From an optimization exercise on the open Yosys and OpenROAD flow, aimed at small area, a short achievable clock period and few clock cycles per item; shortcuts taken in it are not production practice.
Function was checked by simulation only, so behaviour that the tests miss may differ from the original.

## P
// ptce_comp
module ptce_comp (
    input  wire        clk,
    input  wire        rst,         
    input  wire        start,
    output wire        ready,
    input  wire [1:0]  mode,
    input  wire [15:0] ut,          
    input  wire [18:0] up,          
    input  wire [15:0] ac1,         
    input  wire [15:0] ac2,         
    input  wire [15:0] ac3,         
    input  wire [15:0] ac4,         
    input  wire [15:0] ac5,         
    input  wire [15:0] ac6,         
    input  wire [15:0] b1,          
    input  wire [15:0] b2,          
    input  wire [15:0] mc,          
    input  wire [15:0] md,          
    output reg         done,
    output reg  [1:0]  t_status,    
    output reg  [1:0]  p_status,    
    output wire [31:0] b5_out,
    output wire [31:0] t10_out,
    output wire [31:0] pres_out
);
    reg        a1_idle, a1_c1, a1_norm, a1_td, a1_b5;
    reg [3:0]  tdc;
    reg [7:1]  a2_m;            
    reg [7:1]  sm;              
    localparam B_PD1 = 1, B_RR = 6, B_RK = 8, B_FIN = 10;
    reg [10:1] b;               
    reg        b_pd;            
    wire a2_idle  = ~|a2_m;
    wire a2_take  = a2_idle | sm[7];                    
    wire a1_b5_go = a1_b5 & a2_take;
    wire a1_free  = a1_idle | a1_b5_go;
    wire b_own_nx = b[B_RR-1] | b[B_RK-1] | b[B_FIN-1];
    assign ready  = a1_free & ~b_own_nx;
    wire acc = ready & start;
    wire [7:1] a2_m_nx = (|sm ? {a2_m[6:1], 1'b0} : a2_m) | {6'd0, a1_b5_go};
    wire b_free_nx = ~|b[9:1];
    wire [7:1] sm_nx = a2_m_nx & {7{~b_own_nx & ~acc}} & {b_free_nx, 6'h3F};
    reg signed [17:0] rt;       
    reg        [15:0] r_mca;    
    reg               r_mcs;    
    reg signed [15:0] r_md;
  ...
Size: ~5300 cells after synthesis, about 300 I/O pins.
Settings: LEC_CHECK=0, CAP_MARGIN=20, CORE_MARGIN=2, CORE_UTILIZATION=55, SLEW_MARGIN=20; clock period 17.0 ns.
run.sh (not shown) runs the stock make flow with config.mk's settings and CLKGATE_MAP_FILE= SYNTH_SCRIPT=/design/flow/synth_recipe.tcl, a recipe that flattens the netlist after the stock synthesis.
Testbench counts of P, summed over its fixed seeds: cycles 26,906, items 2,400.
Edits applied to the flow inputs when going from P to Q:
--- a/flow/design.v
+++ b/flow/design.v
@@ -59,40 +59,33 @@
             assign neg[i] = x2 & ~(x1 & x0);
         end
     endgenerate
 endmodule
 module ptce_mul (
     input  wire [8:0]  d_one,
     input  wire [8:0]  d_two,
     input  wire [8:0]  d_neg,
-    input  wire [8:0]  d_one_n,
-    input  wire [8:0]  d_two_n,
-    input  wire [8:0]  d_neg_n,
     input  wire [20:0] b,
     input  wire [40:0] c,
     input  wire [17:0] c2,          
     output wire [40:0] p
 );
     wire [21:0] b1 = {b[20], b};           
     wire [21:0] b2 = {b, 1'b0};            
     wire [40:0] rows [0:8];
     wire [8:0]  neg;
     genvar i;
     generate
         for (i = 0; i < 9; i = i + 1) begin : pp
             wire one = d_one[i];
             wire two = d_two[i];
             wire ng  = d_neg[i];
-            wire one_h = ~d_one_n[i];
-            wire two_h = ~d_two_n[i];
-            wire ng_h  = ~d_neg_n[i];
-            wire [21:0] sel = {({11{one_h}} & b1[21:11]) | ({11{two_h}} & b2[21:11]),
-                               ({11{one}}   & b1[10:0])  | ({11{two}}   & b2[10:0])};
-            wire [21:0] pv  = sel ^ {{11{ng_h}}, {11{ng}}};
+            wire [21:0] sel = ({22{one}} & b1) | ({22{two}} & b2);
+            wire [21:0] pv  = sel ^ {22{ng}};
             assign neg[i] = ng;
             wire [21:0] r = {~pv[21], pv[20:0]};
             if (i == 0) begin : r0
                 assign rows[i] = {19'd0, r};
             end else begin : rn
                 assign rows[i] = ({19'd0, r} << (2*i)) | ({40'd0, neg[i-1]} << (2*i-2));
             end
         end
@@ -205,25 +198,23 @@
     reg signed [27:0] b5o;      
     reg signed [18:0] presr;    
     assign b5_out   = {{4{b5o[27]}}, b5o};
     wire signed [27:0] b5p8 = b5o + 28'sd8;
     assign t10_out  = {{8{b5p8[27]}}, b5p8[27:4]};
     assign pres_out = {{13{presr[18]}}, presr};
     reg  [16:0] oa_nx;          
     reg  [8:0]  od_one, od_two, od_neg;
-    reg  [8:0]  od_one_n, od_two_n, od_neg_n;   
     wire [8:0]  en_one, en_two, en_neg;
     ptce_benc u_benc (.a(oa_nx), .one(en_one), .two(en_two), .neg(en_neg));
     reg  [20:0] ob;
     reg  [40:13] oc;
     wire [40:0] mpu;
     reg  [17:0] oc2;            
-    ptce_mul u_mul (.d_one(od_one), .d_two(od_two), .d_neg(od_neg),
-                    .d_one_n(od_one_n), .d_two_n(od_two_n), .d_neg_n(od_neg_n), .b(ob), .c({oc, 13'd0}), .c2(oc2), .p(mpu));
+    ptce_mul u_mul (.d_one(od_one), .d_two(od_two), .d_neg(od_neg), .b(ob), .c({oc, 13'd0}), .c2(oc2), .p(mpu));
     wire signed [40:0] mp = mpu;
     reg [15:0] kmode;
     always @(*) begin
         case (p_mode)
             2'd0: kmode = 16'd50000;
             2'd1: kmode = 16'd25000;
             2'd2: kmode = 16'd12500;
             default: kmode = 16'd6250;
@@ -253,19 +244,16 @@
               | ({17{ld_m[5]}} & {p_b2[15], p_b2})
               | ({17{ld_m[6]}} & {1'b0, p_ac4})
               | ({17{ld_m[7]}} & {1'b0, kmode});
     end
     always @(posedge clk) begin
         od_one <= en_one;
         od_two <= en_two;
         od_neg <= en_neg;
-        od_one_n <= ~en_one;
-        od_two_n <= ~en_two;
-        od_neg_n <= ~en_neg;
         ob <= ({21{ld_rr}}   & {11'd0, r_nx})
             | ({21{ld_rk}}   & {1'b0, T2})
             | ({21{ld_fin}}  & {3'b000, p_nx})
             | ({21{ld_c1}}   & t_in)
             | ({21{ld_m[1] | ld_m[2] | ld_m[3]}} & {{4{b6_src[16]}}, b6_src[16:0]})
             | ({21{ld_m[4] | ld_m[5]}} & {2'b00, p_r2[18:0]})
             | ({21{ld_m[6]}} & {{2{p_r1[20]}}, p_r1[20:2]})
             | ({21{ld_m[7]}} & {1'b0, v_src[19:0]});
### Flow results
Every stage of the flow completed for Q, and the final layout passed the timing, design-rule and antenna checks.
Q vs P on number of instances in the synthesized netlist: Q is the lower one.
Between P and Q, the difference in initial core utilization is negligible.
Mean number of vias per cell for Q: about 0.4% down relative to P
Global-route usage: P vs Q — no meaningful difference
Diff Q..P | worst hold margin | negligible
Testbench counts of Q, summed over its fixed seeds: cycles 26,906, items 2,400.

-- port drivers added, routing unchanged --
Ports are ideal in the flow. The routed layouts listed here were re-timed in OpenROAD. Step 1 assumes that a clkbuf_16 drives the clock port and a buf_2 every other input. Step 2 times the ports against the registers' clock, not the clock port: input delays grow and output delays shrink by t, the midpoint of the rising clock arrivals with the driver on. Three values: ideal ports, drivers, drivers and shift; two values: the first two.
run | shift t [ns] | setup WS [ns] | worst register clock-pin slew, ns | pins driven straight from the clock port
P | 0.758 | 8.995 / 8.995 / 8.995 | 0.07 / 0.07 | 1
Q | 0.763 | 9.203 / 9.203 / 9.203 | 0.07 / 0.07 | 1
After both steps every run listed still meets setup and hold.
